Background: an optimization exercise with open tools, aiming at small area, a short achievable clock period and few clock cycles per item. Do not read the settings as production practice.
The RTL was checked by simulation tests, not by an equivalence proof against the original design.

Design zi_lea128, start of the top module:
module zi_lea128 (
    input  wire         clk,
    input  wire         rst,           
    input  wire         in_valid,
    output wire         in_ready,
    input  wire         in_decrypt,    
    input  wire [127:0] in_key,
    input  wire [127:0] in_block,
    output reg          out_valid,
    output wire [127:0] out_block
);
Size: about 6,000 cells after synthesis, ~430 flip-flops, roughly 390 I/O pins, about 0.042 sq mm of cells after synthesis.
Settings: LEC_CHECK=0, ABC_AREA=1, CAP_MARGIN=20, CORE_MARGIN=2, CORE_UTILIZATION=40, CTS_BUF_LIST=sky130_fd_sc_hd__clkbuf_8, PLACE_DENSITY=0.8, SETUP_SLACK_MARGIN=5, SLEW_MARGIN=20; clock period 12.0 ns.
standard.sh (not shown) runs the stock make flow with config.mk's settings and CLKGATE_MAP_FILE= SYNTH_SCRIPT=/design/flow/synth_recipe.tcl, a recipe that flattens the netlist after the stock synthesis.
==> flow/flow/run.sh <==
#!/bin/bash
# The standard layout (standard.sh: standard synthesis, then ORFS to
# finish), with one change: the buffer that ORFS puts on every input and
# output port is the platform's smallest buffer, buf_1, rather than the cell
# buffer_ports picks on its own (clkdlybuf4s50_1). The repair steps after it
# still resize port buffers where timing, slew or load call for it.
set -euo pipefail
export BUFFER_PORTS_ARGS="-buffer_cell sky130_fd_sc_hd__buf_1"
bash standard.sh > standard.log 2>&1
Testbench counts at the start, summed over its fixed seeds: cycles 21,200, blocks 768.
Then changed:
Settings changed: CAP_MARGIN 20 to 10, PLACE_DENSITY 0.8 to 0.7, SLEW_MARGIN 20 to 10.
=>
- Now the flow reached the layout checks and failed them: capacitance limit, slew limit
- non-clock buffer count is higher by 5
- die area stays the same
- via count is about the same
- clock-buffer cell count is lower by 3
- synthesized area is unchanged
- global-route usage is higher by 1.1 points
- design area stays flat
- routed wire length is higher by 2.1%
Then changed:
Settings changed: CAP_MARGIN 10 to 20, CTS_BUF_LIST sky130_fd_sc_hd__clkbuf_8 to sky130_fd_sc_hd__clkbuf_16, CTS_CLUSTER_SIZE set to 16, SLEW_MARGIN 10 to 20.
The new run ran to the end with no violations. Routed wire length fell by 0.54%. Register-to-register slack improves by 0.04 ns. Die area is unchanged. Utilization stays flat. Final cell count fell by 0.61%. Worst setup slack improves by 0.042 ns. Global-route usage fell by 0.44 points. Critical path depth rose by 9.
Then changed:
Settings changed: ABC_AREA 1 to 0, CTS_BUF_LIST sky130_fd_sc_hd__clkbuf_16 to sky130_fd_sc_hd__clkbuf_8, CTS_CLUSTER_SIZE 16 to not set.
The changed run completed without violations; worst setup slack got worse by 0.051 ns; global-route usage went down by 5.7 points; cell area is lower by 4.0%; first-iteration DRC count falls by 12%; non-clock buffer count goes up by 67; routed wire length drops by 16%; clock-buffer cell count came out higher by 37; synthesized cell count fell by 22%.

========
== main ==
The RTL this note starts from:
==> flow/design.v <==
module zi_lea128 (
    input  wire         clk,
    input  wire         rst,           
    input  wire         in_valid,
    output wire         in_ready,
    input  wire         in_decrypt,    
    input  wire [127:0] in_key,
    input  wire [127:0] in_block,
    output reg          out_valid,
    output wire [127:0] out_block
);
    localparam [2:0] S_IDLE = 3'd0,
                     S_KEY  = 3'd1,    
                     S_ENC  = 3'd2,
                     S_DEC  = 3'd3,
                     S_KLD  = 3'd4;    
    reg [2:0]  state;
    reg [4:0]  rnd;
    reg [31:0] x0, x1, x2, x3;         
    reg [31:0] t0, t1, t2, t3;         
    reg [31:0] c0, c1, c2, c3;         
    reg        kvalid;                 
    reg    rdy;                        
    assign in_ready = rdy;
    wire   in_fire  = in_valid && in_ready;
    wire [31:0] kw0 = {in_key[103:96], in_key[111:104], in_key[119:112], in_key[127:120]};
    wire [31:0] kw1 = {in_key[71:64], in_key[79:72], in_key[87:80], in_key[95:88]};
    wire [31:0] kw2 = {in_key[39:32], in_key[47:40], in_key[55:48], in_key[63:56]};
    wire [31:0] kw3 = {in_key[7:0], in_key[15:8], in_key[23:16], in_key[31:24]};
    wire [31:0] bw0 = {in_block[103:96], in_block[111:104], in_block[119:112], in_block[127:120]};
    wire [31:0] bw1 = {in_block[71:64], in_block[79:72], in_block[87:80], in_block[95:88]};
    wire [31:0] bw2 = {in_block[39:32], in_block[47:40], in_block[55:48], in_block[63:56]};
    wire [31:0] bw3 = {in_block[7:0], in_block[15:8], in_block[23:16], in_block[31:24]};
    assign out_block = {x0[7:0], x0[15:8], x0[23:16], x0[31:24],
                        x1[7:0], x1[15:8], x1[23:16], x1[31:24],
                        x2[7:0], x2[15:8], x2[23:16], x2[31:24],
                        x3[7:0], x3[15:8], x3[23:16], x3[31:24]};
    wire hit = kvalid && ({kw0[0],    kw0[31:1],  kw1[2:0],  kw1[31:3],
                           kw2[5:0],  kw2[31:6],  kw3[10:0], kw3[31:11]}
                          == {t0, t1, t2, t3});
    reg [31:0] dc;
    always @(*) begin
        case (rnd)
            5'd0:  dc = 32'hc3efe9db;
            5'd1:  dc = 32'h88c4d604;
            5'd2:  dc = 32'he789f229;
            5'd3:  dc = 32'hc6f98763;
            5'd4:  dc = 32'h3efe9dbc;
            5'd5:  dc = 32'h8c4d6048;
            5'd6:  dc = 32'h789f229e;
            5'd7:  dc = 32'h6f98763c;
            5'd8:  dc = 32'hefe9dbc3;
            5'd9:  dc = 32'hc4d60488;
            5'd10: dc = 32'h89f229e7;
            5'd11: dc = 32'hf98763c6;
            5'd12: dc = 32'hfe9dbc3e;
            5'd13: dc = 32'h4d60488c;
            5'd14: dc = 32'h9f229e78;
            5'd15: dc = 32'h98763c6f;
            5'd16: dc = 32'he9dbc3ef;
            5'd17: dc = 32'hd60488c4;
            5'd18: dc = 32'hf229e789;
            5'd19: dc = 32'h8763c6f9;
            5'd20: dc = 32'h9dbc3efe;
            5'd21: dc = 32'h60488c4d;
            5'd22: dc = 32'h229e789f;
            default: dc = 32'h763c6f98;
        endcase
    end
    wire        bwd = (state == S_DEC);
    wire [31:0] d0 = dc                    ^ {32{bwd}};
    wire [31:0] d1 = {dc[30:0], dc[31]}    ^ {32{bwd}};
    wire [31:0] d2 = {dc[29:0], dc[31:30]} ^ {32{bwd}};
    wire [31:0] d3 = {dc[28:0], dc[31:29]} ^ {32{bwd}};
    wire        idle = (state == S_IDLE);
    wire [31:0] u0 = idle ? kw0 : t0;
    wire [31:0] u1 = idle ? kw1 : t1;
    wire [31:0] u2 = idle ? kw2 : t2;
    wire [31:0] u3 = idle ? kw3 : t3;
    wire [31:0] a0 = u0 + d0 + {31'd0, bwd};
    wire [31:0] a1 = u1 + d1 + {31'd0, bwd};
    wire [31:0] a2 = u2 + d2 + {31'd0, bwd};
    wire [31:0] a3 = u3 + d3 + {31'd0, bwd};
    wire [31:0] f0 = {a0[30:0], a0[31]};           
    wire [31:0] f1 = {a1[28:0], a1[31:29]};        
    wire [31:0] f2 = {a2[25:0], a2[31:26]};        
    wire [31:0] f3 = {a3[20:0], a3[31:21]};        
    wire [31:0] g0 = {a0[0],    a0[31:1]};         
    wire [31:0] g1 = {a1[2:0],  a1[31:3]};         
    wire [31:0] g2 = {a2[5:0],  a2[31:6]};         
    wire [31:0] g3 = {a3[10:0], a3[31:11]};        
    wire [31:0] r0 = {t0[30:0], t0[31]};
    wire [31:0] r1 = {t1[28:0], t1[31:29]};
    wire [31:0] r2 = {t2[25:0], t2[31:26]};
    wire [31:0] r3 = {t3[20:0], t3[31:21]};
    wire [31:0] e_s0 = (x0 ^ t0) + (x1 ^ t1);
    wire [31:0] e_s1 = (x1 ^ t2) + (x2 ^ t1);
    wire [31:0] e_s2 = (x2 ^ t3) + (x3 ^ t1);
    wire [31:0] e_y0 = {e_s0[22:0], e_s0[31:23]};    
    wire [31:0] e_y1 = {e_s1[4:0],  e_s1[31:5]};     
    wire [31:0] e_y2 = {e_s2[2:0],  e_s2[31:3]};     
    wire [31:0] k12  = r1 ^ r2;
    wire [31:0] k13  = r1 ^ r3;
    function [31:0] subks(input [31:0] x, input [31:0] y);
        reg [32:0] g, p, gn, pn;
        integer l, i;
        begin
            g = {x & ~y, 1'b1};
            p = {x ^ ~y, 1'b0};
            for (l = 1; l < 33; l = l * 2) begin
                gn = g;
                pn = p;
                for (i = 0; i < 33; i = i + 1)
                    if (i >= l) begin
                        gn[i] = g[i] | (p[i] & g[i - l]);
                        pn[i] = p[i] & p[i - l];
                    end
                g = gn;
                p = pn;
            end
            subks = x ^ ~y ^ g[31:0];
        end
    endfunction
    wire [31:0] d_m0 = subks({x0[8:0],  x0[31:9]},  x3 ^ r0);     
    wire [31:0] d_m1 = subks({x1[26:0], x1[31:27]}, d_m0 ^ k12);  
    wire [31:0] d_m2 = subks({x2[28:0], x2[31:29]}, d_m1 ^ k13);  
    wire [31:0] d_y1 = d_m0 ^ r1;
    wire [31:0] d_y2 = d_m1 ^ r1;
    wire [31:0] d_y3 = d_m2 ^ r1;
    always @(posedge clk) begin
        case (state)
            S_IDLE: begin
                {x0, x1, x2, x3} <= {bw0, bw1, bw2, bw3};
                if (in_decrypt && hit)
                    {t0, t1, t2, t3} <= {c0, c1, c2, c3};
                else
                    {t0, t1, t2, t3} <= {f0, f1, f2, f3};    
            end
            S_KEY: begin
                {t0, t1, t2, t3} <= {f0, f1, f2, f3};
                if (rnd == 5'd23)
                    {c0, c1, c2, c3} <= {a0, a1, a2, a3};
            end
            S_KLD: begin
                {t0, t1, t2, t3} <= {c0, c1, c2, c3};
            end
            S_ENC: begin
                {t0, t1, t2, t3} <= {f0, f1, f2, f3};
                {x0, x1, x2, x3} <= {e_y0, e_y1, e_y2, x0};
            end
            default: begin  
                {t0, t1, t2, t3} <= {g0, g1, g2, g3};
                {x0, x1, x2, x3} <= {x3, d_y1, d_y2, d_y3};
            end
        endcase
    end
    always @(posedge clk) begin
        if (rst) begin
            state     <= S_IDLE;
            rdy       <= 1'b1;
            rnd       <= 5'd0;
            out_valid <= 1'b0;
            kvalid    <= 1'b0;
        end else begin
            out_valid <= 1'b0;
            case (state)
                S_IDLE: begin
                    kvalid <= 1'b0;
                    if (in_fire) begin
                        rdy    <= 1'b0;
                        if (!in_decrypt) begin
                            rnd   <= 5'd1;
                            state <= S_ENC;
                        end else if (hit) begin
                            rnd   <= 5'd23;
                            state <= S_DEC;
                        end else begin
                            rnd   <= 5'd1;
                            state <= S_KEY;
                        end
                    end
                end
                S_KEY: begin
                    if (rnd == 5'd23) begin
                        state <= S_KLD;           
                    end else begin
                        rnd <= rnd + 5'd1;
                    end
                end
                S_KLD: begin
                    state <= S_DEC;
                end
                S_ENC: begin              
                    rnd <= rnd + 5'd1;
                    if (rnd == 5'd24) begin
                        rnd       <= 5'd0;
                        out_valid <= 1'b1;
                        rdy       <= 1'b1;
                        state     <= S_IDLE;
                    end
                end
                default: begin  
                    rnd <= rnd - 5'd1;
                    if (rnd == 5'd0) begin
                        rnd       <= 5'd0;
                        out_valid <= 1'b1;
                        kvalid    <= 1'b1;
                        rdy       <= 1'b1;
                        state     <= S_IDLE;
                    end
                end
            endcase
        end
    end
endmodule
Settings: LEC_CHECK=0, ABC_AREA=0, CAP_MARGIN=20, CORE_MARGIN=2, CORE_UTILIZATION=40, CTS_BUF_LIST=sky130_fd_sc_hd__clkbuf_8, PLACE_DENSITY=0.8, SETUP_SLACK_MARGIN=5, SLEW_MARGIN=20; clock period 12.0 ns.
Scripts as last shown in full above: flow/flow/run.sh
Testbench counts of main, summed over its fixed seeds: cycles 21,200, blocks 768.
Changes in the feature branch relative to main:
--- a/flow/config.mk
+++ b/flow/config.mk
@@ -7,3 +7,3 @@
 export LEC_CHECK = 0
-export ABC_AREA = 0
+export ABC_AREA = 1
 export CAP_MARGIN = 20
@@ -12,3 +12,3 @@
 export CTS_BUF_LIST = sky130_fd_sc_hd__clkbuf_8
-export PLACE_DENSITY = 0.8
+export PLACE_DENSITY = 0.7
 export SETUP_SLACK_MARGIN = 5
==> run summary <==
Relative to main, the feature branch improves final worst setup slack. Between the feature branch and main, clock buffer count is lower for main, the feature branch comes in above that. Taking main as the reference, in the feature branch critical path required time grew by 0.07 ns; utilization shrank by 0.31 points. Final non-filler cell total (the feature branch vs. main) increases by more than 10%. Looking at beginning of the critical path, the t0[7] result is from the feature branch; the x3[1] one comes from main. Floorplan die height of the feature branch exceeds that of main by a few percent. Compared with main, in the feature branch first-pass GRT wire length went up by 15%, maximum fanout encountered on the critical timing path fell 1.

## separate check: timing with driven ports
The flow's constraints put no driver on any port. The routed layouts listed below were extracted and timed again, unchanged, in two steps. Step 1 assumes that a clkbuf_16 drives the clock port and a buf_2 every other input. Step 2 also shifts input and output timing later by t, the mid clock arrival at the registers, as if the neighbouring blocks saw the same clock. a / b / c = no drivers / after step 1 / after step 2; a / b = the first two.
run	t, ns	setup slack, ns	latest minus earliest clock arrival (ns)	worst slew at a driven data input, ns
the first run of note 1	0.879	5.137 / 5.137 / 5.137	0.061 / 0.060	0.15
the second run of note 1	0.869	5.158 / 5.158 / 4.965	0.086 / 0.085	0.14
the third run of note 1	0.758	5.200 / 5.200 / 4.619	0.049 / 0.049	0.15
the fourth run of note 1	0.835	5.150 / 5.150 / 4.465	0.037 / 0.037	0.11
main	0.850	5.059 / 5.059 / 4.357	0.063 / 0.064	0.22
the feature branch	0.852	5.269 / 5.269 / 4.614	0.053 / 0.052	0.15
The setup slack of main, which loses most, moves by 0.000 ns with the drivers and by -0.702 ns with both steps.
